This design comes from an exercise in tuning for small area, a short achievable clock period and few clock cycles on the open sky130 flow, not from production work.
The RTL was checked by simulation tests, not by an equivalence proof against the original design.
Power figures rest on the tool's default switching activity, not on a simulated workload.

File: config.mk
export PLATFORM = sky130hd
export DESIGN_NAME = bkc
export DESIGN_NICKNAME = bkc
export VERILOG_FILES = /design/flow/design.v
export SDC_FILE = /design/flow/constraint.sdc
export NUM_CORES = 4
export LEC_CHECK = 0
export CAP_MARGIN = 20
export CORE_MARGIN = 2
export CORE_UTILIZATION = 40
export PLACE_DENSITY = 0.6
export SETUP_SLACK_MARGIN = 1.5
export SLEW_MARGIN = 20
File: constraint.sdc
create_clock -name core_clock -period 8.0 [get_ports {clk}]
set_input_delay 1.6000 -clock core_clock [delete_from_list [all_inputs] [get_ports {clk}]]
set_output_delay 1.6000 -clock core_clock [all_outputs]
set_load 0.01 [all_outputs]
File: design.v
module bkc #(
    parameter N_IN   = 64,
    parameter N_OUT  = 128,
    parameter N_BITS = 16
) (
    input  wire        clk,
    input  wire        rst,
    input  wire        bus_valid,
    input  wire        bus_write,
    input  wire [17:0] bus_addr,
    input  wire [31:0] bus_wdata,
    output reg         bus_ack,
    output reg         bus_err,
    output reg  [31:0] bus_rdata
);
    localparam F_POS = 3'd1, F_RANGE = 3'd2, F_CAP = 3'd3, F_ILL = 3'd4;
    localparam M_NYB = 2'd0, M_DEN = 2'd1, M_PARSE = 2'd2, M_REND = 2'd3;
    genvar p;
    integer k;
    reg [31:0]  cmd;
    reg         pend;          
    reg         done, none, faulted;
    reg [1:0]   err;
    reg [2:0]   fcode;
    reg [7:0]   data;
    reg [15:0]  result;
    reg [15:0]  ilen;
    reg [7:0]   olen;
    reg [7:0]   blen;
    reg [511:0] ibuf;          
    reg [15:0]  bseq;
    reg [511:0] snap;          
    reg [63:0]  sflag;         
    reg [63:8]  gp;            
    reg [1:0]   mmode;
    reg         mord, mlc;
    reg [3:0]   mm;            
    reg [4:0]   mbase;
    wire        aligned  = (bus_addr[1:0] == 2'b00);
    wire        is_reg   = aligned && (bus_addr[17:6] == 12'd0) && (bus_addr[5:2] <= 4'd10);
    wire [3:0]  reg_idx  = bus_addr[5:2];
    wire        is_bseq  = aligned && (bus_addr[17:6] == 12'h004);
    wire        is_ibuf  = aligned && (bus_addr[17:8] == 10'h100);
    wire        is_obuf  = aligned && (bus_addr[17:9] == 9'h100);
    wire reg_writable = (reg_idx == 4'd0) || (reg_idx == 4'd2) || (reg_idx == 4'd4) ||
                        (reg_idx == 4'd6) || (reg_idx == 4'd7);
    wire legal = bus_write ? ((is_reg && reg_writable) || is_bseq || is_ibuf)
                           : (is_reg || is_bseq || is_ibuf || is_obuf);
    wire wr_ok    = bus_valid && bus_write && legal;
    wire wr_reg   = wr_ok && is_reg;
    wire srst     = wr_reg && (reg_idx == 4'd7) && bus_wdata[0];
    wire wr_cmd   = wr_reg && (reg_idx == 4'd0);
    wire [4:0] op    = cmd[4:0];
    wire [3:0] f1    = cmd[11:8];
    wire [3:0] f2    = cmd[15:12];
    wire [7:0] imm_a = cmd[23:16];
    wire [7:0] imm_b = cmd[31:24];
    wire       ord   = cmd[8];
    wire       lc    = cmd[12];
    wire       sep   = cmd[13];
    wire [3:0] mindig = (f1 == 4'd0) ? 4'd2 : f1;
    reg legal_cmd;
    always @(*) begin
        case (op)
            5'h01, 5'h02, 5'h03: legal_cmd = (cmd[31:12] == 20'd0) && (cmd[7:5] == 3'd0);
            5'h04:               legal_cmd = (cmd[31:16] == 16'd0) && (cmd[7:5] == 3'd0);
            5'h05:               legal_cmd = (cmd[31:24] == 8'd0)  && (cmd[7:5] == 3'd0);
            5'h06, 5'h07, 5'h08, 5'h09, 5'h0A, 5'h10:
                                 legal_cmd = (cmd[31:5] == 27'd0);
            5'h0B:               legal_cmd = (cmd[15:5] == 11'd0);
            5'h0C, 5'h0D:        legal_cmd = (cmd[31:9] == 23'd0) && (cmd[7:5] == 3'd0);
            5'h11:               legal_cmd = (cmd[31:13] == 19'd0) && (cmd[7:5] == 3'd0);
            5'h12:               legal_cmd = (cmd[31:14] == 18'd0) && (cmd[7:5] == 3'd0);
            default:             legal_cmd = 1'b0;
        endcase
    end
    wire op_bit   = (op == 5'h01) || (op == 5'h02) || (op == 5'h03) || (op == 5'h04);
    wire op_repl  = (op == 5'h05);
    wire op_nyb   = (op == 5'h0C);
    wire op_den   = (op == 5'h0D);
    wire op_parse = (op == 5'h10);
    wire op_rendb = (op == 5'h11);
    wire op_rends = (op == 5'h12);
    wire op_ilen  = op_nyb || op_den || op_parse || op_rends;
    wire [7:0] onehot_f1 = 8'd1 << f1[2:0];
    wire [3:0] extr_room = 4'd8 - {1'b0, f1[2:0]};
    wire [3:0] extr_eff  = (f2 < extr_room) ? f2 : extr_room;
    wire [7:0] extr_mask = (8'd1 << extr_eff) - 8'd1;
    wire [7:0] extr_val  = (data >> f1[2:0]) & ((extr_eff == 4'd8) ? 8'hFF : extr_mask);
    reg [3:0] repl_w;
    always @(*) begin
        if      (imm_a[7]) repl_w = 4'd8;
        else if (imm_a[6]) repl_w = 4'd7;
        else if (imm_a[5]) repl_w = 4'd6;
        else if (imm_a[4]) repl_w = 4'd5;
        else if (imm_a[3]) repl_w = 4'd4;
        else if (imm_a[2]) repl_w = 4'd3;
        else if (imm_a[1]) repl_w = 4'd2;
        else               repl_w = 4'd1;
    end
    wire [3:0]  repl_span = {1'b0, f2[2:0]} - {1'b0, f1[2:0]} + 4'd1;
    wire [3:0]  repl_k    = (repl_w < repl_span) ? repl_w : repl_span;
    wire [15:0] repl_m16  = ((16'd1 << repl_k) - 16'd1) << f1[2:0];
    wire [15:0] repl_v16  = {8'd0, imm_a} << f1[2:0];
    wire [7:0]  repl_val  = (data & ~repl_m16[7:0]) | (repl_v16[7:0] & repl_m16[7:0]);
    reg [7:0] frombits_val;
    always @(*) begin
        frombits_val = 8'd0;
        for (k = 0; k < 8; k = k + 1)
            if (k < blen) frombits_val[k] = bseq[k];
    end
    function is_ws_f(input [7:0] c);
        is_ws_f = (c == 8'h20) || (c >= 8'h09 && c <= 8'h0D);
    endfunction
    function is_hex_f(input [7:0] c);
        is_hex_f = (c >= 8'h30 && c <= 8'h39) || (c >= 8'h41 && c <= 8'h46) || (c >= 8'h61 && c <= 8'h66);
    endfunction
    wire [6:0] n_el = op_rendb ? 7'd1 : ilen[6:0];
    wire [7:0] n_hi_gt;
    generate
        for (p = 0; p < 8; p = p + 1) begin : g_ngt
            assign n_hi_gt[p] = (n_el[6:3] > p);
        end
    endgenerate
    wire [7:0] i_hi_gt, i_hi_eq, i_lo_gt;
    generate
        for (p = 0; p < 8; p = p + 1) begin : g_nth
            assign i_hi_gt[p] = (ilen[6:3] > p);
            assign i_hi_eq[p] = (ilen[6:3] == p);
            assign i_lo_gt[p] = (ilen[2:0] > p);
        end
    endgenerate
    wire [511:0] src;          
    wire [65:0]  inr;          
    wire [65:0]  wsp;          
    wire [65:0]  nws;          
    wire [63:0]  hexc;
    wire [63:0]  longe_i;      
    generate
        for (p = 0; p < 64; p = p + 1) begin : g_cls
            wire [7:0] c = ibuf[8*p +: 8];
            if (p == 0) begin : g0
                assign src[7:0] = op_rendb ? data : c;
            end else begin : gn
                assign src[8*p +: 8] = c;
            end
            assign inr[p]   = i_hi_gt[p/8] || (i_hi_eq[p/8] && i_lo_gt[p%8]);
            wire   ws       = is_ws_f(c);
            assign wsp[p]   = inr[p] && ws;
            assign nws[p]   = inr[p] && !ws;
            assign hexc[p]  = is_hex_f(c);
            assign longe_i[p] = |c[7:4];
        end
    endgenerate
    assign inr[65:64] = 2'b00;
    assign wsp[65:64] = 2'b00;
    assign nws[65:64] = 2'b00;
    wire wsmode = |wsp[63:0];
    wire [63:0] tstart, pairs, bad_len, bad_fmt;
    generate
        for (p = 0; p < 64; p = p + 1) begin : g_tok
            wire   pstart     = (p == 0) ? 1'b1 : ((p % 2 == 0) ? (!wsmode || wsp[p-1]) : wsp[p-1]);
            assign tstart[p]  = nws[p] && pstart;
            assign pairs[p]   = inr[p] && (p % 2 == 0);
            wire   glen       = nws[p+1] && (!wsmode || !nws[p+2]);
            wire   hx         = hexc[p] && ((p == 63) ? 1'b0 : hexc[(p+1) % 64]);
            assign bad_len[p] = tstart[p] && !glen;
            assign bad_fmt[p] = tstart[p] && glen && !hx;
        end
    endgenerate
    wire [127:0] t_any, t_len;
    generate
        for (p = 0; p < 64; p = p + 1) begin : g_leaf
            assign t_any[64 + p] = bad_len[p] || bad_fmt[p];
            assign t_len[64 + p] = bad_len[p];
        end
        for (p = 63; p >= 1; p = p - 1) begin : g_node
            assign t_any[p] = t_any[2*p] || t_any[2*p+1];
            assign t_len[p] = t_any[2*p] ? t_len[2*p] : t_len[2*p+1];
        end
    endgenerate
    wire parse_bad = t_any[1];
    wire parse_len = t_len[1];
    function [1:0] fa_f(input a, input b, input c);
        fa_f = {(a & b) | (a & c) | (b & c), a ^ b ^ c};
    endfunction
    function [3:0] pc8_f(input [7:0] t);      
        reg [1:0] x1, x2, x3, x4, x5, x6;
        begin
            x1 = fa_f(t[0], t[1], t[2]);
            x2 = fa_f(t[3], t[4], t[5]);
            x3 = {t[6] & t[7], t[6] ^ t[7]};
            x4 = fa_f(x1[0], x2[0], x3[0]);   
            x5 = fa_f(x1[1], x2[1], x3[1]);   
            x6 = {x5[0] & x4[1], x5[0] ^ x4[1]};
            pc8_f = {x5[1] & x6[1], x5[1] ^ x6[1], x6[0], x4[0]};
        end
    endfunction
    reg [31:0] a_tc;           
    reg [31:0] a_lc;           
    reg        a_pbad, a_plen;
    always @(posedge clk) begin
        for (k = 0; k < 8; k = k + 1) begin
            a_tc[4*k +: 4] <= pc8_f(tstart[8*k +: 8]);
            a_lc[4*k +: 4] <= pc8_f(longe_i[8*k +: 8] & inr[8*k +: 8]);
        end
        a_pbad <= parse_bad;
        a_plen <= parse_len;
    end
    function [55:0] pre8_f(input [31:0] c);
        reg [4:0] s01, s23, s45, s67;
        reg [5:0] s03, s47, s02, s46, s45b;
        reg [6:0] p5, p6, p7, p8;
        begin
            s01 = c[3:0] + c[7:4];
            s23 = c[11:8] + c[15:12];
            s45 = c[19:16] + c[23:20];
            s67 = c[27:24] + c[31:28];
            s02 = s01 + c[11:8];
            s03 = s01 + s23;
            s46 = s45 + c[27:24];
            s47 = s45 + s67;
            p5 = s03 + c[19:16];
            p6 = s03 + s45;
            p7 = s03 + s46;
            p8 = s03 + s47;
            pre8_f = {p8, p7, p6, p5, 1'b0, s03, 1'b0, s02, 2'b0, s01, 3'b0, c[3:0]};
        end
    endfunction
    wire [55:0] tpre = pre8_f(a_tc);    
    wire [55:0] lpre = pre8_f(a_lc);
    wire        m_one = (mindig == 4'd1);
    wire        rend  = op_rendb || op_rends;
    wire        long0 = |data[7:4];
    wire [4:0]  base  = (op_nyb) ? 5'd2 :
                        (op_den || op_parse) ? 5'd0 :
                        (m_one ? 5'd1 : {1'b0, mindig}) + {4'd0, sep};
    wire [63:0] flg   = op_den   ? pairs :
                        op_parse ? tstart :
                        (op_rends && m_one) ? (longe_i & inr[63:0]) :
                        (op_rendb && m_one) ? {63'd0, long0} : 64'd0;
    wire [7:0]  b1 = {3'd0, base};
    wire [7:0]  b2 = {2'd0, base, 1'b0};
    wire [7:0]  b3 = b1 + b2;
    wire [7:0]  b4 = {1'd0, base, 2'b0};
    wire [7:0]  b5 = b1 + b4;
    wire [7:0]  b6 = {b3[6:0], 1'b0};
    wire [7:0]  b7 = {base, 3'b0} - b1;
    wire [10:0] nb = n_el * base;                    
    wire [55:0] gb = {b7, b6, b5, b4, b3, b2, b1};   
    wire [63:8] gpn;
    generate
        for (p = 1; p < 8; p = p + 1) begin : g_gpn
            wire       full = n_hi_gt[p-1];          
            wire [7:0] a = full ? {gb[8*(p-1) +: 5], 3'b000} : nb[7:0];
            wire [6:0] f = op_parse ? tpre[7*(p-1) +: 7] :
                           op_den   ? (full ? 7'd4 * p : {1'b0, n_el[6:1]}) :
                           (op_rends && m_one) ? lpre[7*(p-1) +: 7] :
                           (op_rendb && m_one) ? {6'd0, long0} : 7'd0;
            assign gpn[8*p +: 8] = a + {1'b0, f};
        end
    endgenerate
    wire [6:0]  ltot   = op_rendb ? {6'd0, long0} : lpre[49 +: 7];
    wire [7:0]  rtotal = nb[7:0] + (m_one ? {1'b0, ltot} : 8'd0) - {7'd0, sep && (n_el != 7'd0)};
    reg [6:0] rthr;
    always @(*) begin
        case ({sep, mindig})
            5'h02: rthr = 7'd64;  5'h03: rthr = 7'd42;  5'h04: rthr = 7'd32;
            5'h05: rthr = 7'd25;  5'h06: rthr = 7'd21;  5'h07: rthr = 7'd18;
            5'h08: rthr = 7'd16;  5'h09: rthr = 7'd14;  5'h0A: rthr = 7'd12;
            5'h0B: rthr = 7'd11;  5'h0C: rthr = 7'd10;  5'h0D: rthr = 7'd9;
            5'h0E: rthr = 7'd9;   5'h0F: rthr = 7'd8;
            5'h12: rthr = 7'd43;  5'h13: rthr = 7'd32;  5'h14: rthr = 7'd25;
            5'h15: rthr = 7'd21;  5'h16: rthr = 7'd18;  5'h17: rthr = 7'd16;
            5'h18: rthr = 7'd14;  5'h19: rthr = 7'd12;  5'h1A: rthr = 7'd11;
            5'h1B: rthr = 7'd10;  5'h1C: rthr = 7'd9;   5'h1D: rthr = 7'd9;
            5'h1E: rthr = 7'd8;   5'h1F: rthr = 7'd8;
            default: rthr = 7'd127;
        endcase
    end
    wire [7:0] rl1  = {ilen[6:0], 1'b0} + {1'b0, lpre[49 +: 7]};
    wire rends_big  = m_one ? (sep && (rl1 > 8'd129)) : (ilen[6:0] > rthr);
    wire ilen_big = (ilen > 16'd64);
    reg  [2:0] fault_code;
    always @(*) begin
        fault_code = 3'd0;
        if (!legal_cmd)                                              fault_code = F_ILL;
        else if ((op_bit && f1[3]) || (op_repl && (f1[3] || f2[3]))) fault_code = F_POS;
        else if (op_repl && (f1 > f2))                               fault_code = F_RANGE;
        else if ((op == 5'h07) && (blen > 8'd16))                    fault_code = F_CAP;
        else if (op_ilen && ilen_big)                                fault_code = F_CAP;
        else if (op_rends && rends_big)                              fault_code = F_CAP;
    end
    wire fault_now = (fault_code != 3'd0);
    wire pfault    = pend && fault_now;
    wire perf      = pend && !fault_now;           
    wire       done_n    = pend || done;
    wire       none_n    = pend ? (perf && op_den && ilen[0]) : none;
    wire [1:0] err_n     = pend ? ((perf && op_parse && a_pbad) ? (a_plen ? 2'd2 : 2'd1) : 2'd0) : err;
    wire       faulted_n = faulted || pfault;
    wire [2:0] fcode_n   = pfault ? fault_code : fcode;
    wire [31:0] status_n = {19'd0, faulted_n, 1'b0, fcode_n, none_n, 1'b0, err_n, 2'b00, done_n, 1'b0};
    wire obuf_wr = perf && (op_nyb || op_den || op_parse || op_rendb || op_rends);
    always @(posedge clk) begin
        if (obuf_wr) begin
            snap  <= src;
            sflag <= flg;
            gp    <= gpn;
            mmode <= op_nyb ? M_NYB : op_den ? M_DEN : op_parse ? M_PARSE : M_REND;
            mord  <= ord;
            mlc   <= lc;
            mm    <= mindig;
            mbase <= base;
        end
        for (k = 0; k < 64; k = k + 1)
            if (wr_ok && is_ibuf && bus_addr[7:2] == k) ibuf[8*k +: 8] <= bus_wdata[7:0];
    end
    always @(posedge clk) begin
        if (perf && (op == 5'h06))
            bseq[7:0] <= data;
        for (k = 0; k < 16; k = k + 1)
            if (wr_ok && is_bseq && bus_addr[5:2] == k) bseq[k] <= bus_wdata[0];
    end
    always @(posedge clk) begin
        if (rst || srst) begin
            cmd     <= 32'd0;
            pend    <= 1'b0;
            done    <= 1'b0;
            none    <= 1'b0;
            faulted <= 1'b0;
            err     <= 2'd0;
            fcode   <= 3'd0;
            data    <= 8'd0;
            result  <= 16'd0;
            ilen    <= 16'd0;
            olen    <= 8'd0;
            blen    <= 8'd0;
        end else begin
            done    <= done_n;
            none    <= none_n;
            err     <= err_n;
            faulted <= faulted_n;
            fcode   <= fcode_n;
            if (perf) begin
                case (op)
                    5'h01: result <= {15'd0, data[f1[2:0]]};
                    5'h02: data <= data | onehot_f1;
                    5'h03: data <= data & ~onehot_f1;
                    5'h04: result <= {8'd0, extr_val};
                    5'h05: data <= repl_val;
                    5'h06: blen <= 8'd8;
                    5'h07: result <= {8'd0, frombits_val};
                    5'h08: result <= {12'd0, data[7:4]};
                    5'h09: result <= {12'd0, data[3:0]};
                    5'h0A: result <= {4'd0, data[7:4], 4'd0, data[3:0]};
                    5'h0B: result <= {8'd0, imm_a[3:0], imm_b[3:0]};
                    5'h0C: olen <= {ilen[6:0], 1'b0};
                    5'h0D: olen <= ilen[0] ? 8'd0 : {2'b00, ilen[6:1]};
                    5'h10: olen <= a_pbad ? 8'd0 : {1'b0, tpre[49 +: 7]};
                    5'h11, 5'h12: olen <= rtotal;
                    default: ;
                endcase
            end
            if (wr_reg) begin
                case (reg_idx)
                    4'd2: data <= bus_wdata[7:0];
                    4'd4: ilen <= bus_wdata[15:0];
                    4'd6: blen <= bus_wdata[7:0];
                    default: ;
                endcase
            end
            pend <= wr_cmd && !faulted_n;
            if (wr_cmd && !faulted_n) cmd <= bus_wdata;
        end
    end
    wire [6:0] j = bus_addr[8:2];
    wire [71:0] dg;            
    wire [8:0]  geg;           
    assign dg[8:0] = {2'b00, j};
    assign geg[0] = 1'b1;
    assign geg[8] = 1'b0;
    generate
        for (p = 1; p < 8; p = p + 1) begin : g_dg
            assign dg[9*p +: 9] = {2'b00, j} - {1'b0, gp[8*p +: 8]};
            assign geg[p] = !dg[9*p + 8];
        end
    endgenerate
    wire [7:0] ohg = geg[7:0] & ~geg[8:1];
    reg  [7:0]  rr;            
    reg  [7:0]  lf;            
    reg  [71:0] win;           
    always @(*) begin
        rr  = 8'd0;
        lf  = 8'd0;
        win = 72'd0;
        for (k = 0; k < 8; k = k + 1) begin
            rr  = rr  | ({8{ohg[k]}} & dg[9*k +: 8]);
            lf  = lf  | ({8{ohg[k]}} & sflag[8*k +: 8]);
            win = win | ({72{ohg[k]}} & ((k == 7) ? {8'd0, snap[448 +: 64]} : snap[64*k +: 72]));
        end
    end
    wire [7:0] mb1 = {3'd0, mbase};
    wire [7:0] mb3 = mb1 + {2'd0, mbase, 1'b0};
    wire [55:0] ib = {{mbase, 3'b0} - mb1, mb3[6:0], 1'b0, mb1 + {1'd0, mbase, 2'b0},
                      {1'd0, mbase, 2'b0}, mb3, {2'd0, mbase, 1'b0}, mb1};
    wire [20:0] pcg [0:7];
    generate
        for (p = 0; p < 8; p = p + 1) begin : g_pcg
            wire [7:0] f = sflag[8*p +: 8];
            wire [2:0] c1 = f[0];
            wire [2:0] c2 = f[0] + f[1];
            wire [2:0] c3 = c2 + f[2];
            wire [2:0] c4 = c2 + (f[2] + f[3]);
            wire [2:0] c5 = c4 + f[4];
            wire [2:0] c6 = c4 + (f[4] + f[5]);
            wire [2:0] c7 = c6 + f[6];
            assign pcg[p] = {c7, c6, c5, c4, c3, c2, c1};
        end
    endgenerate
    reg [20:0] pcs;
    always @(*) begin
        pcs = 21'd0;
        for (k = 0; k < 8; k = k + 1)
            pcs = pcs | ({21{ohg[k]}} & pcg[k]);
    end
    wire [71:0] ui;            
    wire [8:0]  gei;
    assign ui[8:0] = {1'b0, rr};
    assign gei[0] = 1'b1;
    assign gei[8] = 1'b0;
    generate
        for (p = 1; p < 8; p = p + 1) begin : g_ui
            wire [7:0] q = ib[8*(p-1) +: 8] + {5'd0, pcs[3*(p-1) +: 3]};
            assign ui[9*p +: 9] = {1'b0, rr} - {1'b0, q};
            assign gei[p] = !ui[9*p + 8];
        end
    endgenerate
    wire [7:0] ohi = gei[7:0] & ~gei[8:1];
    function [3:0] hexval_f(input [7:0] c);
        hexval_f = c[6] ? {1'b1, c[2:0] + 3'd1} : c[3:0];
    endfunction
    function [7:0] hexchr_f(input [3:0] v, input l);
        hexchr_f = (v[3] && (v[2] || v[1])) ? {2'b01, l, 2'b00, v[2:0] - 3'd1}
                                            : {4'h3, v};
    endfunction
    reg  [3:0] dd;
    reg  [7:0] ea, eb;
    reg        k_sp, k_zero, k_hi;
    always @(*) begin
        dd = 4'd0; ea = 8'd0; eb = 8'd0;
        k_sp = 1'b0; k_zero = 1'b0; k_hi = 1'b0;
        for (k = 0; k < 8; k = k + 1) begin : cand
            reg [3:0] d, rl;
            d  = ui[9*k +: 4];
            rl = (mm == 4'd1) ? (lf[k] ? 4'd2 : 4'd1) : mm;
            dd     = dd     | ({4{ohi[k]}} & d);
            ea     = ea     | ({8{ohi[k]}} & win[8*k +: 8]);
            eb     = eb     | ({8{ohi[k]}} & win[8*k + 8 +: 8]);
            k_sp   = k_sp   | (ohi[k] && (d == rl));
            k_zero = k_zero | (ohi[k] && ({1'b0, d} + 5'd2 < {1'b0, rl}));
            k_hi   = k_hi   | (ohi[k] && ({1'b0, d} + 5'd2 == {1'b0, rl}));
        end
    end
    wire [3:0] rnyb = k_hi ? ea[7:4] : ea[3:0];
    wire [7:0] rch  = k_sp ? 8'h20 : k_zero ? 8'h30 : hexchr_f(rnyb, mlc);
    reg [7:0] ob;
    always @(*) begin
        case (mmode)
            M_NYB:   ob = {4'd0, (dd[0] ^ mord) ? ea[7:4] : ea[3:0]};
            M_DEN:   ob = mord ? {ea[3:0], eb[3:0]} : {eb[3:0], ea[3:0]};
            M_PARSE: ob = {hexval_f(ea), hexval_f(eb)};
            default: ob = rch;
        endcase
    end
    reg [31:0] rd_val;
    always @(*) begin
        rd_val = 32'd0;
        if (is_reg) begin
            case (reg_idx)
                4'd0:  rd_val = cmd;
                4'd1:  rd_val = status_n;
                4'd2:  rd_val = {24'd0, data};
                4'd3:  rd_val = {16'd0, result};
                4'd4:  rd_val = {16'd0, ilen};
                4'd5:  rd_val = {24'd0, olen};
                4'd6:  rd_val = {24'd0, blen};
                4'd8:  rd_val = N_IN;
                4'd9:  rd_val = N_OUT;
                4'd10: rd_val = N_BITS;
                default: rd_val = 32'd0;
            endcase
        end else if (is_bseq) begin
            rd_val = {31'd0, bseq[bus_addr[5:2]]};
        end else if (is_ibuf) begin
            rd_val = {24'd0, ibuf[8*bus_addr[7:2] +: 8]};
        end else if (is_obuf) begin
            rd_val = {24'd0, ob};
        end
    end
    always @(posedge clk) begin
        if (rst) begin
            bus_ack <= 1'b0;
            bus_err <= 1'b0;
        end else begin
            bus_ack <= bus_valid;
            bus_err <= bus_valid && !legal;
        end
        bus_rdata <= rd_val;
    end
endmodule
File: run.sh
#!/bin/bash
# synth_recipe.tcl (not shown) runs the flow's synth.tcl, then flattens the netlist and writes it again
# the make line also repeats each setting of config.mk as NAME=value (left out here)
make -C /OpenROAD-flow-scripts/flow DESIGN_CONFIG=/design/flow/config.mk WORK_HOME=/design/flow/orfs CLKGATE_MAP_FILE= SYNTH_SCRIPT=/design/flow/synth_recipe.tcl finish
==> run summary, run 1 <==
Vias=78,200; met2 usage=61.1%; nets@finish=9,338; fmax=133 MHz; CTS Hold Bufs=0; 1st-pass router iterations=10; Avg Inst Size Synth=11.0 µm²; Gate power share=14.3%; Final HPWL DP=384 mm; Rows=169; Leak Pwr=0.0397 µW; Total GRT Usage=44.3%; Clk Latency, worst-skew pair=0.93 ns; CTS sink cnt=1,366; top cell type's share of synthesized area=41.5%; Root Driver=clkbuf_16; Area Growth Syn to Fin=25.3%; number of global-route vias before repair=71,800; actual slew at the worst max-slew pin=1.34 ns; Clock Skews=0.124 ns; Synth area leader=edfxtp_1; Fin Hold WS=0.465 ns; pwr/cell area=166 nW/µm²; Chip Width=465 µm; vias per inst=6.73; Sw Share=27.3%; max_slew headroom=10.3%; classification of the worst setup path=input port to flop; slack of the critical path=0.488 ns; Int Power=12,900 µW; DIE HEIGHT=465 µm; Crit path required time=8.74 ns; Filler cells=18,900; RSZ-0062 raised after global routing=yes; power share of the clock group=42.4%; met3 Use GR=15.5%; Reg power frac=43.3%; hold crit path type=flop to flop; synth top area cells=edfxtp_1, ha_1, mux4_2; initial antenna violation count=90; RD Place Congestion=1.12; largest fanout on the critical path=7; routed len/inst=42.3 µm; CTS Buffer Depth=3; number of enable flip-flop cells after synthesis=1,173; Ports=88; #FFs+latches synth=1,366; Maximum Capacitance Violations=0; Final setup viols=0; Congestion Overflow GR=0; period utilisation layout=93.9%; largest net degree at the start of global routing=73; Final Max Tran Viols=0; Initial Utilization=40.1%; dpl ws=-0.567 ns; status=timing/DRC/antenna clean; Worst-path clk slew=0.06 ns; Worst setup SP type=input port; Post-Synthesis Cells=7,702; Worst setup EP type=flop; Final Hold Violating Endpoints=0; Core ar.=211,000 µm²; Syn Std Cell Area=84,900 µm²; CP arrival=8.25 ns; Top Usage Layer GRT=met2; total CTS buffers=154; port buffer count=87; post-route minimum period=7.51 ns; Ys Warns=1; TritonCTS clock tree=built; maximum level of the CTS H-tree=4; ys async rst share=0%; DRC=0; first-pass GRT wire length=647 mm; DRT iter0 DRCs=13,900; met1 Usage GRT=58.9%; Max IR drop VDD=241 µV; slowest CP cell=fa_1; drt total wl=491 mm; most frequent cells in the layout=edfxtp_1, buf_4, inv_1; die area=216,000 µm²; CP most frequent cell=buf_4; sequential cell area fraction in the yosys report=46.1%; Post-DRT Antenna Nets=0; commonest register cell after synthesis=edfxtp_1; net switching power=4830 µW; share of layout cells above drive strength 1=21.9%; commonest non-fill, non-tap cell in the layout=edfxtp_1; synth unique cells=111; max incr delay on CP=0.54 ns
## logic make-up (layout without fill, tap and decap cells)
logic type      after synthesis  in the layout  share of synthesized area (%)
other cells                   1             40                        0.00442
compound gates             2028           2029                           16.5
simple gates               2256           2257                           13.7
flops                      1366           1366                           46.1
fa+ha+maj                   669            669                           11.6
mux                         288            288                           6.03
buf+inv                     892           1934                           4.06
xor+xnor                    202            202                           2.08
## per-stage QoR
step           power, µW  utilization (%)  area (µm²)  instances  setup TNS (ns)
3_3_place_gp       10100             44.7       94400      11000           -3.28
4_1_cts            17500             49.4      104000      11500               0
3_5_place_dp       10100             44.7       94500      11000           -3.61
6_report           17700             50.3      106000      11600               0
2_1_floorplan       8920                -       85600       7704           -2.94
5_1_grt            18100             50.2      106000      11600               0
## cells in the mapped netlist (79+ instances only)
cell type / n
ha_1: 470
fa_1: 196
edfxtp_1: 1173
xnor2_1: 130
nor3_1: 123
mux4_2: 176
a22oi_1: 127
nor2_1: 561
o22ai_1: 102
a21o_1: 100
nand3_1: 211
nand2_1: 545
or3_1: 144
a222oi_1: 96
clkbuf_1: 239
mux2i_1: 89
a21oi_1: 444
o21ai_0: 363
dfxtp_1: 193
a221oi_1: 80
inv_1: 561
nand3b_1: 79
## power groups by stage
stage	sequential [µW]	combinational (µW)	clock (µW)
2_1_floorplan	7820	1110	0
3_3_place_gp	7820	2280	0
3_5_place_dp	7820	2270	0
4_1_cts	7660	2350	7510
5_1_grt	7660	2610	7780
6_report	7660	2530	7510
## sequential cells by signal (all words and copies together), names as in the netlist, 5 cells and up
signal and flops:
a_lc 32, a_tc 32, blen 8, bseq 16, bus_rdata 32, cmd 32
data 8, gp 56, ibuf 512, ilen 16, mbase 5, olen 8
result 12, sflag 64, snap 512
## worst max-delay path: cells and delay by family
kind,cells,cell delay (ns)
fa+ha+maj,4,1.14
compound gates,11,2.16
xor+xnor,1,0.15
mux,1,0.18
buf+inv,12,1.51
simple gates,5,1.49
## final timing paths
| kind | startpoint | endpoint | slack (ns) | cells past startpoint |
|---|---|---|---|---|
| worst min-delay path | done$_SDFF_PP0_ | done$_SDFF_PP0_ | 0.46 | 2 |
| worst min register to register | done$_SDFF_PP0_ | done$_SDFF_PP0_ | 0.46 | 2 |
| worst max register to register | sflag[25]$_SDFFCE_PP0P_ | bus_rdata[2]$_DFF_P_ | 0.51 | 34 |
| worst max-delay path | bus_addr[2] | bus_rdata[2]$_DFF_P_ | 0.49 | 34 |
## area by class of cell
class | instances | area, µm² | share of cell area, %
diodes | 37 | 92.6 | 0.0871
clock buffers | 184 | 4030 | 3.79
clock inverters | 102 | 1330 | 1.25
inverters | 569 | 2150 | 2.02
multi-input cells | 5448 | 44300 | 41.7
flip-flops and latches | 1366 | 39100 | 36.8
well taps | 2821 | 3530 | 3.32
repair buffers | 1079 | 11800 | 11.1
## what timing repair did
action / in CTS / in global routing
resized for setup: 342 / 210
pin swaps: 45 / 129
setup buffers: 112 / 48
cloned: 88 / 18
setup endpoints to repair: 746 / 742
## layer usage
layer / part of all wire (%) / wire length [µm] / vias up
li1: - / - / 31500
met1: 39 / 190000 / 39400
met2: 40 / 197000 / 5909
met3: 13 / 64900 / 1321
met4: 8.0 / 39200 / 68
met5: 0.091 / 449 / -
Testbench counts, summed over its fixed seeds: cycles 6,400.
==> run 2: changes to the inputs <==
--- a/design.v
+++ b/design.v
@@ -198,7 +198,7 @@
     endfunction
     reg [31:0] a_tc;           
     reg [31:0] a_lc;           
-    reg        a_pbad, a_plen;
+    reg        a_pbad, a_plen, a_m1big;
     always @(posedge clk) begin
         for (k = 0; k < 8; k = k + 1) begin
             a_tc[4*k +: 4] <= pc8_f(tstart[8*k +: 8]);
@@ -229,6 +229,13 @@
     endfunction
     wire [55:0] tpre = pre8_f(a_tc);    
     wire [55:0] lpre = pre8_f(a_lc);
+    reg  [31:0] lcnow;
+    always @(*)
+        for (k = 0; k < 8; k = k + 1)
+            lcnow[4*k +: 4] = pc8_f(longe_i[8*k +: 8] & inr[8*k +: 8]);
+    wire [55:0] lnow = pre8_f(lcnow);
+    always @(posedge clk)
+        a_m1big <= ({ilen[6:0], 1'b0} + {1'b0, lnow[49 +: 7]}) > 8'd129;
     wire        m_one = (mindig == 4'd1);
     wire        rend  = op_rendb || op_rends;
     wire        long0 = |data[7:4];
@@ -246,7 +253,14 @@
     wire [7:0]  b5 = b1 + b4;
     wire [7:0]  b6 = {b3[6:0], 1'b0};
     wire [7:0]  b7 = {base, 3'b0} - b1;
-    wire [10:0] nb = n_el * base;                    
+    wire [4:0]  w_op   = bus_wdata[4:0];
+    wire [3:0]  w_md   = (bus_wdata[11:8] == 4'd0) ? 4'd2 : bus_wdata[11:8];
+    wire [4:0]  w_base = (w_op == 5'h0C) ? 5'd2 :
+                         (w_op == 5'h0D || w_op == 5'h10) ? 5'd0 :
+                         ((w_md == 4'd1) ? 5'd1 : {1'b0, w_md}) + {4'd0, bus_wdata[13]};
+    wire [6:0]  w_n    = (w_op == 5'h11) ? 7'd1 : ilen[6:0];
+    reg  [10:0] nb;
+    always @(posedge clk) nb <= w_n * w_base;
     wire [55:0] gb = {b7, b6, b5, b4, b3, b2, b1};   
     wire [63:8] gpn;
     generate
@@ -278,8 +292,7 @@
             default: rthr = 7'd127;
         endcase
     end
-    wire [7:0] rl1  = {ilen[6:0], 1'b0} + {1'b0, lpre[49 +: 7]};
-    wire rends_big  = m_one ? (sep && (rl1 > 8'd129)) : (ilen[6:0] > rthr);
+    wire rends_big  = m_one ? (sep && a_m1big) : (ilen[6:0] > rthr);
     wire ilen_big = (ilen > 16'd64);
     reg  [2:0] fault_code;
     always @(*) begin
@@ -374,6 +387,25 @@
         end
     end
     wire [6:0] j = bus_addr[8:2];
+    function ge8_f(input [7:0] a, input [7:0] b);
+        reg [7:0] g, e;
+        reg [3:0] g2, e2;
+        reg [1:0] g4, e4;
+        integer t;
+        begin
+            g = a & ~b;
+            e = ~(a ^ b);
+            for (t = 0; t < 4; t = t + 1) begin
+                g2[t] = g[2*t+1] | (e[2*t+1] & g[2*t]);
+                e2[t] = e[2*t+1] & e[2*t];
+            end
+            for (t = 0; t < 2; t = t + 1) begin
+                g4[t] = g2[2*t+1] | (e2[2*t+1] & g2[2*t]);
+                e4[t] = e2[2*t+1] & e2[2*t];
+            end
+            ge8_f = g4[1] | (e4[1] & g4[0]) | (e4[1] & e4[0]);
+        end
+    endfunction
     wire [71:0] dg;            
     wire [8:0]  geg;           
     assign dg[8:0] = {2'b00, j};
@@ -382,7 +414,7 @@
     generate
         for (p = 1; p < 8; p = p + 1) begin : g_dg
             assign dg[9*p +: 9] = {2'b00, j} - {1'b0, gp[8*p +: 8]};
-            assign geg[p] = !dg[9*p + 8];
+            assign geg[p] = ge8_f({1'b0, j}, gp[8*p +: 8]);
         end
     endgenerate
     wire [7:0] ohg = geg[7:0] & ~geg[8:1];
@@ -436,6 +468,17 @@
         end
     endgenerate
     wire [7:0] ohi = gei[7:0] & ~gei[8:1];
+    reg [71:0] r_win;
+    reg [7:0]  r_ohi, r_lf;
+    reg [31:0] r_ui;
+    reg        r_obuf;
+    always @(posedge clk) begin
+        r_win  <= win;
+        r_ohi  <= ohi;
+        r_lf   <= lf;
+        for (k = 0; k < 8; k = k + 1) r_ui[4*k +: 4] <= ui[9*k +: 4];
+        r_obuf <= is_obuf;
+    end
     function [3:0] hexval_f(input [7:0] c);
         hexval_f = c[6] ? {1'b1, c[2:0] + 3'd1} : c[3:0];
     endfunction
@@ -445,22 +488,20 @@
     endfunction
     reg  [3:0] dd;
     reg  [7:0] ea, eb;
-    reg        k_sp, k_zero, k_hi;
+    reg        elf;
     always @(*) begin
-        dd = 4'd0; ea = 8'd0; eb = 8'd0;
-        k_sp = 1'b0; k_zero = 1'b0; k_hi = 1'b0;
-        for (k = 0; k < 8; k = k + 1) begin : cand
-            reg [3:0] d, rl;
-            d  = ui[9*k +: 4];
-            rl = (mm == 4'd1) ? (lf[k] ? 4'd2 : 4'd1) : mm;
-            dd     = dd     | ({4{ohi[k]}} & d);
-            ea     = ea     | ({8{ohi[k]}} & win[8*k +: 8]);
-            eb     = eb     | ({8{ohi[k]}} & win[8*k + 8 +: 8]);
-            k_sp   = k_sp   | (ohi[k] && (d == rl));
-            k_zero = k_zero | (ohi[k] && ({1'b0, d} + 5'd2 < {1'b0, rl}));
-            k_hi   = k_hi   | (ohi[k] && ({1'b0, d} + 5'd2 == {1'b0, rl}));
+        dd = 4'd0; ea = 8'd0; eb = 8'd0; elf = 1'b0;
+        for (k = 0; k < 8; k = k + 1) begin
+            dd  = dd  | ({4{r_ohi[k]}} & r_ui[4*k +: 4]);
+            ea  = ea  | ({8{r_ohi[k]}} & r_win[8*k +: 8]);
+            eb  = eb  | ({8{r_ohi[k]}} & r_win[8*k + 8 +: 8]);
+            elf = elf | (r_ohi[k] & r_lf[k]);
         end
     end
+    wire [3:0] rl     = (mm == 4'd1) ? (elf ? 4'd2 : 4'd1) : mm;    
+    wire       k_sp   = (dd == rl);
+    wire       k_zero = ({1'b0, dd} + 5'd2 < {1'b0, rl});
+    wire       k_hi   = ({1'b0, dd} + 5'd2 == {1'b0, rl});
     wire [3:0] rnyb = k_hi ? ea[7:4] : ea[3:0];
     wire [7:0] rch  = k_sp ? 8'h20 : k_zero ? 8'h30 : hexchr_f(rnyb, mlc);
     reg [7:0] ob;
@@ -493,10 +534,9 @@
             rd_val = {31'd0, bseq[bus_addr[5:2]]};
         end else if (is_ibuf) begin
             rd_val = {24'd0, ibuf[8*bus_addr[7:2] +: 8]};
-        end else if (is_obuf) begin
-            rd_val = {24'd0, ob};
         end
     end
+    reg [31:0] r_rd;
     always @(posedge clk) begin
         if (rst) begin
             bus_ack <= 1'b0;
@@ -505,6 +545,9 @@
             bus_ack <= bus_valid;
             bus_err <= bus_valid && !legal;
         end
-        bus_rdata <= rd_val;
+        r_rd <= rd_val;
+    end
+    always @(*) begin
+        bus_rdata = r_obuf ? {24'd0, ob} : r_rd;
     end
 endmodule
--- a/config.mk
+++ b/config.mk
@@ -9,5 +9,5 @@
 export CORE_MARGIN = 2
 export CORE_UTILIZATION = 40
 export PLACE_DENSITY = 0.6
-export SETUP_SLACK_MARGIN = 1.5
+export SETUP_SLACK_MARGIN = 3
 export SLEW_MARGIN = 20
==> run summary, run 2 <==
Crit path required time=8.70 ns (-0.04 ns); Seq. cell area=41,700 µm² (+6.6%); nets@finish=9,111 (-2.4%); cells along the critical path=ha_4, fa_2, inv_2, fa_1, inv_2, ha_4, fa_2, inv_4, fa_1, inv_1, fa_1, fa_2, nand2_1, ha_1, inv_2, ha_4, a21o_1, a21o_1, a21o_1, a21oi_2, xnor2_2, a22oi_2, o31a_1, a211oi_2; DRC=0 (unchanged); actual slew at the worst max-slew pin=1.28 ns (-0.0625 ns); worst hold stages=2 (unchanged); dpl ws=0.666 ns (+1.23 ns); die area=223,000 µm² (+3.2%); Filler cells=19,500 (+3.3%); Final setup viols=0 (unchanged); Maximum Capacitance Violations=0 (unchanged); sequential cell area fraction in the yosys report=47.5% (+1.4 points); Rows=171 (+1.2%); Ys Warns=1 (unchanged); vias per inst=6.68 (-0.82%); net switching power=4110 µW (-15%); fin area=106,000 µm² (-0.45%); CTS Buffer Depth=3 (unchanged); commonest non-fill, non-tap cell in the layout=edfxtp_1; Synth area leader=edfxtp_1; share of layout cells above drive strength 1=21.4% (-0.52 points); FF-to-FF setup slack=1.62 ns (+1.11 ns); Final Max Tran Viols=0 (unchanged); Worst Setup SP=a_lc[4]$_DFF_P_; port buffer count=87 (unchanged); RD Place Congestion=1.18 (+5.6%); largest registers=ibuf x512, snap x512, r_win x69; Worst-path clk slew=0.06 ns (about the same); Reg power frac=48.1% (+4.8 points); largest fanout on the critical path=2 (-5); Initial Utilization=40.3% (+0.18 points); Placement Cell Area=93,500 µm² (-1.0%); most frequent cells in the layout=edfxtp_1, inv_1, buf_4; Chip Width=472 µm (+1.6%); DRT iter0 DRCs=13,400 (-3.7%); Sw Share=23.8% (-3.5 points); Worst setup SP type=flop; CTS sink cnt=1,493 (+9.3%); Clock Skews=0.0664 ns (-0.0578 ns); classification of the worst setup path=flop to flop; synth unique cells=118 (+6.3%); status=timing/DRC/antenna clean; commonest register cell after synthesis=edfxtp_1; Vias=76,200 (-2.5%); area of the multi-input gates=45,400 µm² (+2.6%); Worst R2R Start=a_lc[4]$_DFF_P_; Max IR drop VDD=244 µV (+1.3%); Worst setup EP type=flop; synth top area cells=edfxtp_1, dfxtp_1, ha_1; Hold Path End=r_win[27]$_DFF_P_; Congestion Overflow GR=0 (unchanged); power share of the clock group=46.1% (+3.7 points); Final Hold Violating Endpoints=0 (unchanged); Ports=88 (unchanged); Syn Std Cell Area=87,600 µm² (+3.3%); Total GRT Usage=41.0% (-3.4 points); ys async rst share=0% (unchanged); hold crit path type=flop to flop; Area Growth Syn to Fin=20.8%; Leak Pwr=0.0397 µW (about the same); initial antenna violation count=61 (-32%); Post-DRT Antenna Nets=0 (unchanged); Core ar.=217,000 µm² (+2.8%); drt total wl=470 mm (-4.3%); max incr delay on CP=0.58 ns (+0.04 ns); number of enable flip-flop cells after synthesis=1,173 (unchanged); fmax=157 MHz (+18%); Post-synth top cells=edfxtp_1, inv_1, nor2_1, a21oi_1, ha_1; Int Power=13,200 µW (+2.3%); TritonCTS clock tree=built; 1st-pass router iterations=12 (+2); RSZ-0062 raised after global routing=yes; Post-Synthesis Cells=7,811 (+1.4%); Final Instance Count excl. Fillers=11,400 (-1.7%); first-pass GRT wire length=619 mm (-4.3%); CP arrival=7.08 ns (-1.17 ns); max_slew headroom=14.6% (+4.3 points); Final HPWL DP=362 mm (-5.5%); period utilisation layout=79.8% (-14 points); slack of the critical path=1.62 ns (+1.13 ns); routed len/inst=41.2 µm (-2.7%); total CTS buffers=169 (+9.7%); number of global-route vias before repair=70,500 (-1.8%); setup TNS=0 ns (unchanged); top cell type's share of synthesized area=40.2% (-1.3 points); FF-to-FF End=olen[6]$_SDFFE_PP0P_; pwr/cell area=163 nW/µm² (-1.9%); Root Driver=clkbuf_16; maximum level of the CTS H-tree=4 (unchanged); Cell Count Post-Placement=10,700 (-2.8%); post-route minimum period=6.38 ns (-1.13 ns); R2R depth=24 (-29%); slowest CP cell=fa_2; Clk Latency, worst-skew pair=0.88 ns (-0.05 ns); Gate power share=5.7% (-8.6 points); Avg Inst Size Synth=11.2 µm² (+1.8%); #FFs+latches synth=1,493 (+9.3%); Worst Hold Launch=snap[91]$_DFFE_PP_; most common cell in the netlist=edfxtp_1; Final Util=48.7% (-1.6 points); largest net degree at the start of global routing=110 (+51%); DIE HEIGHT=472 µm (+1.6%)
run 2: cell types whose count changed after synthesis, moves of 78 or more:
cell and change:
a222oi_1 +97, nand2_1 -99, dfxtp_1 +127, inv_1 +147
a22oi_1 +92, or3_1 -78
run 2: power by group through the flow:
stage               logic (µW)  registers, µW  clock network [µW]
finish                     988           8320                7970
global route              1010           8320                8330
CTS                        880           8320                8030
detailed placement         779           8490                   0
global placement           774           8490                   0
floorplan                  395           8480                   0
run 2: timing repair:
item,4_1_cts,5_1_grt
hold buffers,0,0
setup buffers,215,131
gates resized for setup,591,326
cloned,1,5
pin swaps,181,216
endpoints found under the setup margin,1097,746
run 2: final cells by class:
cell class | count | area share (%)
antenna | 31 | 0.0733
clock buffer | 220 | 4.31
clock inverter | 96 | 1.01
inverter | 714 | 2.59
multi-input combinational | 5272 | 42.9
sequential | 1493 | 39.4
tap | 2854 | 3.37
timing repair buffer | 734 | 6.32
run 2: logic make-up (layout without fill, tap and decap cells):
kind of cell	after synthesis	after routing	synth area share (%)
buf+inv	1050	1764	4.58
fa+ha+maj	675	675	11.5
mux	284	284	5.82
simple gates	2077	2079	12.4
xor+xnor	212	212	2.12
compound gates	2019	2019	16.1
flops	1493	1493	47.5
other cells	1	34	0.00428
run 2: worst max path at each step:
stage,to,depth (start not counted)
3_3_place_gp,r_ohi[2]$_DFF_P_,26
3_5_place_dp,r_ohi[2]$_DFF_P_,26
4_1_cts,olen[6]$_SDFFE_PP0P_,25
2_1_floorplan,r_ohi[5]$_DFF_P_,31
5_1_grt,olen[6]$_SDFFE_PP0P_,24
6_report,olen[6]$_SDFFE_PP0P_,24
run 2: critical path: cells and delay by family, from the launching register on:
| family | cells | cell delay, ns |
|---|---|---|
| adder cells (fa/ha/maj) | 10 | 3.95 |
| AO/OA/AOI/OAI | 7 | 1.53 |
| flip-flops | 1 | 0.32 |
| buffers and inverters | 5 | 0.27 |
| XOR/XNOR | 1 | 0.12 |
| AND/OR/NAND/NOR | 1 | 0.05 |
run 2: metrics by stage:
| stage | hold slack, ns | total power, µW |
|---|---|---|
| after CTS | 0.466 | 17200 |
| after floorplan | 0.424 | 8880 |
| final | 0.471 | 17300 |
| after detailed placement | 0.459 | 9270 |
| after global placement | 0.448 | 9270 |
| after global routing | 0.503 | 17700 |
run 2: metal layers:
layer | track usage, % | routed length, µm | share of wire, % | up-vias
met5 | 0.0216 | 256 | 0.054 | -
met4 | 30.9 | 44200 | 9.4 | 38
met3 | 11.4 | 54600 | 12 | 1230
met2 | 59.1 | 195000 | 42 | 5431
met1 | 52.2 | 176000 | 37 | 38700
li1 | - | - | - | 30800
Testbench counts of run 2, summed over its fixed seeds: cycles 6,400.
==> run 3: changes to the inputs <==
--- a/design.v
+++ b/design.v
@@ -455,59 +455,77 @@
         for (k = 0; k < 8; k = k + 1)
             pcs = pcs | ({21{ohg[k]}} & pcg[k]);
     end
-    wire [71:0] ui;            
     wire [8:0]  gei;
-    assign ui[8:0] = {1'b0, rr};
+    wire [7:0]  d0;            
+    wire [23:0] kind;          
     assign gei[0] = 1'b1;
     assign gei[8] = 1'b0;
     generate
-        for (p = 1; p < 8; p = p + 1) begin : g_ui
-            wire [7:0] q = ib[8*(p-1) +: 8] + {5'd0, pcs[3*(p-1) +: 3]};
-            assign ui[9*p +: 9] = {1'b0, rr} - {1'b0, q};
-            assign gei[p] = !ui[9*p + 8];
+        for (p = 0; p < 8; p = p + 1) begin : g_i
+            wire [7:0] q  = (p == 0) ? 8'd0 : ib[8*(p-1) +: 8] + {5'd0, pcs[3*(p-1) +: 3]};
+            if (p > 0) begin : gi
+                assign gei[p] = ge8_f(rr, q);
+            end
+            wire [3:0] d  = rr[3:0] - q[3:0];
+            wire [3:0] rl = (mm == 4'd1) ? (lf[p] ? 4'd2 : 4'd1) : mm;
+            assign d0[p] = d[0];
+            assign kind[3*p +: 3] = {d == rl, {1'b0, d} + 5'd2 < {1'b0, rl}, {1'b0, d} + 5'd2 == {1'b0, rl}};
         end
     endgenerate
     wire [7:0] ohi = gei[7:0] & ~gei[8:1];
     reg [71:0] r_win;
-    reg [7:0]  r_ohi, r_lf;
-    reg [31:0] r_ui;
+    reg [7:0]  r_ohi, r_d0;
+    reg [23:0] r_kind;
     reg        r_obuf;
     always @(posedge clk) begin
         r_win  <= win;
         r_ohi  <= ohi;
-        r_lf   <= lf;
-        for (k = 0; k < 8; k = k + 1) r_ui[4*k +: 4] <= ui[9*k +: 4];
+        r_d0   <= d0;
+        r_kind <= kind;
         r_obuf <= is_obuf;
     end
     function [3:0] hexval_f(input [7:0] c);
-        hexval_f = c[6] ? {1'b1, c[2:0] + 3'd1} : c[3:0];
+        case ({c[6], c[2:0]})
+            4'b1001: hexval_f = 4'd10;
+            4'b1010: hexval_f = 4'd11;
+            4'b1011: hexval_f = 4'd12;
+            4'b1100: hexval_f = 4'd13;
+            4'b1101: hexval_f = 4'd14;
+            4'b1110: hexval_f = 4'd15;
+            default: hexval_f = c[3:0];
+        endcase
     endfunction
     function [7:0] hexchr_f(input [3:0] v, input l);
-        hexchr_f = (v[3] && (v[2] || v[1])) ? {2'b01, l, 2'b00, v[2:0] - 3'd1}
-                                            : {4'h3, v};
+        case (v)
+            4'd10:   hexchr_f = {2'b01, l, 5'd1};
+            4'd11:   hexchr_f = {2'b01, l, 5'd2};
+            4'd12:   hexchr_f = {2'b01, l, 5'd3};
+            4'd13:   hexchr_f = {2'b01, l, 5'd4};
+            4'd14:   hexchr_f = {2'b01, l, 5'd5};
+            4'd15:   hexchr_f = {2'b01, l, 5'd6};
+            default: hexchr_f = {4'h3, v};
+        endcase
     endfunction
-    reg  [3:0] dd;
     reg  [7:0] ea, eb;
-    reg        elf;
+    reg        dd0, k_sp, k_zero, k_hi;
     always @(*) begin
-        dd = 4'd0; ea = 8'd0; eb = 8'd0; elf = 1'b0;
+        ea = 8'd0; eb = 8'd0; dd0 = 1'b0; k_sp = 1'b0; k_zero = 1'b0; k_hi = 1'b0;
         for (k = 0; k < 8; k = k + 1) begin
-            dd  = dd  | ({4{r_ohi[k]}} & r_ui[4*k +: 4]);
-            ea  = ea  | ({8{r_ohi[k]}} & r_win[8*k +: 8]);
-            eb  = eb  | ({8{r_ohi[k]}} & r_win[8*k + 8 +: 8]);
-            elf = elf | (r_ohi[k] & r_lf[k]);
+            ea     = ea     | ({8{r_ohi[k]}} & r_win[8*k +: 8]);
+            eb     = eb     | ({8{r_ohi[k]}} & r_win[8*k + 8 +: 8]);
+            dd0    = dd0    | (r_ohi[k] & r_d0[k]);
+            k_sp   = k_sp   | (r_ohi[k] & r_kind[3*k + 2]);
+            k_zero = k_zero | (r_ohi[k] & r_kind[3*k + 1]);
+            k_hi   = k_hi   | (r_ohi[k] & r_kind[3*k]);
         end
     end
-    wire [3:0] rl     = (mm == 4'd1) ? (elf ? 4'd2 : 4'd1) : mm;    
-    wire       k_sp   = (dd == rl);
-    wire       k_zero = ({1'b0, dd} + 5'd2 < {1'b0, rl});
-    wire       k_hi   = ({1'b0, dd} + 5'd2 == {1'b0, rl});
-    wire [3:0] rnyb = k_hi ? ea[7:4] : ea[3:0];
-    wire [7:0] rch  = k_sp ? 8'h20 : k_zero ? 8'h30 : hexchr_f(rnyb, mlc);
+    wire [7:0] ch_hi = hexchr_f(ea[7:4], mlc);
+    wire [7:0] ch_lo = hexchr_f(ea[3:0], mlc);
+    wire [7:0] rch   = k_sp ? 8'h20 : k_zero ? 8'h30 : k_hi ? ch_hi : ch_lo;
     reg [7:0] ob;
     always @(*) begin
         case (mmode)
-            M_NYB:   ob = {4'd0, (dd[0] ^ mord) ? ea[7:4] : ea[3:0]};
+            M_NYB:   ob = {4'd0, (dd0 ^ mord) ? ea[7:4] : ea[3:0]};
             M_DEN:   ob = mord ? {ea[3:0], eb[3:0]} : {eb[3:0], ea[3:0]};
             M_PARSE: ob = {hexval_f(ea), hexval_f(eb)};
             default: ob = rch;
--- a/config.mk
+++ b/config.mk
@@ -9,5 +9,5 @@
 export CORE_MARGIN = 2
 export CORE_UTILIZATION = 40
 export PLACE_DENSITY = 0.6
-export SETUP_SLACK_MARGIN = 3
+export SETUP_SLACK_MARGIN = 2
 export SLEW_MARGIN = 20
==> run summary, run 3 <==
status=timing/DRC/antenna clean; Clk Latency, worst-skew pair=0.87 ns (about the same); hold crit path type=flop to flop; slowest CP cell=fa_1; share of layout cells above drive strength 1=16.4% (-4.9 points); largest registers=ibuf x512, snap x512, r_win x69; Total GRT Usage=41.1% (+0.18 points); CP most frequent cell=fa_1; Cell Count Post-Placement=11,100 (+3.3%); routed len/inst=40.8 µm (-0.88%); #FFs+latches synth=1,485 (-0.54%); Maximum Capacitance Violations=0 (unchanged); number of global-route vias before repair=70,700 (+0.30%); top cell type's share of synthesized area=39.7% (-0.46 points); pwr/cell area=165 nW/µm² (+1.1%); CTS sink cnt=1,485 (-0.54%); synth top area cells=edfxtp_1, dfxtp_1, ha_1; drt total wl=472 mm (+0.32%); RD Place Congestion=1.08 (-8.7%); Worst setup EP type=flop; Final setup viols=0 (unchanged); vias per inst=6.61 (-1.0%); Filler cells=20,300 (+3.9%); Post-DRT Antenna Nets=0 (unchanged); commonest register cell after synthesis=edfxtp_1; TritonCTS clock tree=built; total CTS buffers=167 (-1.2%); DRC=0 (unchanged); port buffer count=87 (unchanged); R2R depth=23 (-4.2%); FF-to-FF End=a_m1big$_DFF_P_; most frequent cells in the layout=edfxtp_1, inv_1, nor2_1; most common cell in the netlist=edfxtp_1; Synth area leader=edfxtp_1; max incr delay on CP=0.54 ns (-0.04 ns); cells along the critical path=clkinvlp_4, o21ai_2, o41ai_4, fa_1, inv_2, fa_1, ha_2, ha_1, inv_2, fa_1, inv_2, fa_2, fa_1, inv_1, fa_2, inv_1, ha_1, a21o_1, a21oi_2, o21bai_1, a21oi_1, xnor2_1, a31oi_1; classification of the worst setup path=flop to flop; DIE HEIGHT=475 µm (+0.57%); 1st-pass router iterations=10 (-2); slack of the critical path=1.76 ns (+0.145 ns); critical path's top delay family=adder cells; max_slew headroom=9.12% (-5.4 points); Worst R2R Start=ilen[5]$_SDFFE_PP0P_; CP arrival=6.99 ns (-0.09 ns); initial antenna violation count=71 (+16%); Worst-path clk slew=0.06 ns (about the same); worst hold stages=2 (unchanged); dpl ws=0.816 ns (+0.149 ns); Syn Std Cell Area=88,600 µm² (+1.1%); Max IR drop VDD=214 µV (-12%); synth unique cells=100 (-15%); actual slew at the worst max-slew pin=1.36 ns (+0.0846 ns); post-route minimum period=6.24 ns (-0.145 ns); RSZ-0062 raised after global routing=yes; first-pass GRT wire length=628 mm (+1.4%); Crit path required time=8.76 ns (+0.06 ns); nets@finish=9,184 (+0.80%); largest fanout on the critical path=5 (+3); Worst setup SP type=flop; Area Growth Syn to Fin=17.0%; largest net degree at the start of global routing=161 (+46%); CTS Buffer Depth=3 (unchanged); number of enable flip-flop cells after synthesis=1,173 (unchanged); Worst Hold Launch=snap[221]$_DFFE_PP_; Avg Inst Size Synth=11.0 µm² (-1.9%); Final Instance Count excl. Fillers=11,600 (+1.2%); Hold Path End=r_win[29]$_DFF_P_; buffers plus inverters on the worst setup path=6 (+1); Final Max Tran Viols=0 (unchanged); Clock Skews=0.0826 ns (+0.0162 ns); commonest non-fill, non-tap cell in the layout=edfxtp_1; maximum level of the CTS H-tree=4 (unchanged); ys async rst share=0% (unchanged); sequential cell area fraction in the yosys report=46.8% (-0.72 points); Root Driver=clkbuf_16; Post-Synthesis Cells=8,055 (+3.1%); fmax=160 MHz (+2.3%); Rows=172 (+0.58%); Core ar.=220,000 µm² (+1.2%); PnR Total Power=17,100 µW (-0.95%); Initial Utilization=40.3% (about the same); FF-to-FF setup slack=1.76 ns (+0.14 ns); Ys Warns=1 (unchanged); Congestion Overflow GR=0 (unchanged); DRT iter0 DRCs=13,100 (-2.2%); Post-synth top cells=edfxtp_1, inv_1, nor2_1, nand2_1, ha_1; Vias=76,400 (+0.18%); Final Hold Violating Endpoints=0 (unchanged); Ports=88 (unchanged); die area=225,000 µm² (+1.1%); Final HPWL DP=368 mm (+1.4%); Chip Width=475 µm (+0.57%); period utilisation layout=78.0% (-1.8 points); Leak Pwr=0.0385 µW (-2.9%); CTS Hold Bufs=0 (unchanged)
-- run 3: changes by cell type in the layout (fill, tap and decap cells not counted), sizes merged, moves of 25 or more --
cell	change
buf	-205
o21ai	+74
a21oi	+30
a222oi	-46
nand2	+55
ha	+43
nor3	+25
mux2i	-46
nor2b	+28
a22oi	+30
-- run 3: how the worst max path moves through the flow --
| stage | start | end | slack (ns) | cells past startpoint |
|---|---|---|---|---|
| floorplan | cmd[8]$_SDFFE_PP0P_ | gp[10]$_DFFE_PP_ | -4.88 | 17 |
| global placement | ilen[1]$_SDFFE_PP0P_ | a_m1big$_DFF_P_ | 0.84 | 23 |
| detailed placement | bus_addr[2] | r_kind[16]$_DFF_P_ | 0.82 | 24 |
| CTS | ilen[1]$_SDFFE_PP0P_ | a_m1big$_DFF_P_ | 1.84 | 25 |
| global route | ilen[3]$_SDFFE_PP0P_ | a_m1big$_DFF_P_ | 1.63 | 25 |
| finish | ilen[5]$_SDFFE_PP0P_ | a_m1big$_DFF_P_ | 1.76 | 23 |
-- run 3: layout make-up --
type / instances / area (µm²) / share of cell area [%]
Inverter: 724 / 2770 / 2.67
Sequential cell: 1485 / 41500 / 40.0
Clock inverter: 88 / 996 / 0.960
Antenna cell: 36 / 90.1 / 0.0869
Tap cell: 2958 / 3700 / 3.57
Clock buffer: 220 / 4580 / 4.41
Multi-Input combinational cell: 5506 / 45300 / 43.7
Timing Repair Buffer: 535 / 4740 / 4.57
-- run 3: timing repair --
| item | CTS | global route |
|---|---|---|
| endpoints found under the setup margin | 37 | 502 |
| resized for setup | 253 | 77 |
| pin swaps | 71 | 73 |
| gates cloned | 6 | 1 |
| hold endpoints to repair | 0 | 0 |
| setup buffers | 89 | 42 |
-- run 3: metrics by stage --
stage	area, µm²	setup TNS [ns]	utilization, %	hold slack [ns]
after CTS	103000	0	46.7	0.441
after global routing	104000	0	47.1	0.465
after detailed placement	95300	0	43.3	0.459
after global placement	95300	0	43.3	0.451
after floorplan	89800	-3150.00	-	0.424
final	104000	0	47.2	0.454
-- run 3: worst reg2reg max path: cells and delay by family (launching register included) --
family	cells	cell delay, ns
flops	1	0.44
buf+inv	6	0.54
xor+xnor	1	0.10
compound gates	7	1.51
fa+ha+maj	9	3.62
-- run 3: report_power, final --
| group | internal (µW) | switching, µW | leakage (µW) |
|---|---|---|---|
| registers | 8270 | 13.1 | 0.0131 |
| clock network | 4430 | 3520 | 0.00270 |
| logic | 304 | 587 | 0.0227 |
| total | 13000 | 4120 | 0.0385 |
-- run 3: kinds of logic after synthesis --
group                      Yosys count  share of synthesized area [%]
DFF                               1485                           46.8
other                                1                        0.00423
adders and majority gates          714                           11.9
AOI/OAI and AO/OA                 2142                           16.5
and+or+nand+nor                   2170                           12.6
muxes                              232                           5.17
xor gates and xnor gates           242                           2.39
buffers and inverters             1069                           4.58
-- run 3: metal layers --
metal	track usage [%]	part of all wire, %	routed length (µm)	vias up
li1	-	-	-	31200
met1	57.1	41	191000	38900
met2	57.3	40	191000	5340
met3	14.3	13	62900	835
met4	18.4	5.5	26100	40
met5	1.02	0.12	576	-
Testbench counts of run 3, summed over its fixed seeds: cycles 6,400.

## afterwards: timing with drivers on the ports
How much do the figures lean on ideal ports? The routed layouts below were timed once more, with nothing changed but the port constraints.
Step 1 (the two cells are an assumption about what drives the block):
set clk [get_ports {clk}]
set_driving_cell -lib_cell sky130_fd_sc_hd__clkbuf_16 $clk
set_driving_cell -lib_cell sky130_fd_sc_hd__buf_2 [delete_from_list [all_inputs] $clk]
Step 2 times the ports against the registers' clock, not the clock port: input delays grow and output delays shrink by t, the midpoint of the rising clock arrivals with the driver on.
Slacks: ideal / step 1 / step 2; pairs: ideal / step 1.
run	t (ns)	slack for setup (ns)	hold slack, ns	worst register clock-pin slew, ns	worst slew at a driven data input, ns
run 1	0.954	0.488 / 0.515 / -0.423	0.465 / 0.465 / 0.465	0.08 / 0.08	0.08
run 2	0.934	1.618 / 1.618 / 1.416	0.471 / 0.471 / 0.471	0.07 / 0.07	0.08
run 3	0.940	1.762 / 1.762 / 1.174	0.454 / 0.454 / 0.454	0.07 / 0.07	0.40
Met with ideal ports but missed after step 2: setup timing in run 1. For run 1, which loses most, drivers alone change the setup slack by +0.027 ns; drivers and shift together by -0.911 ns.
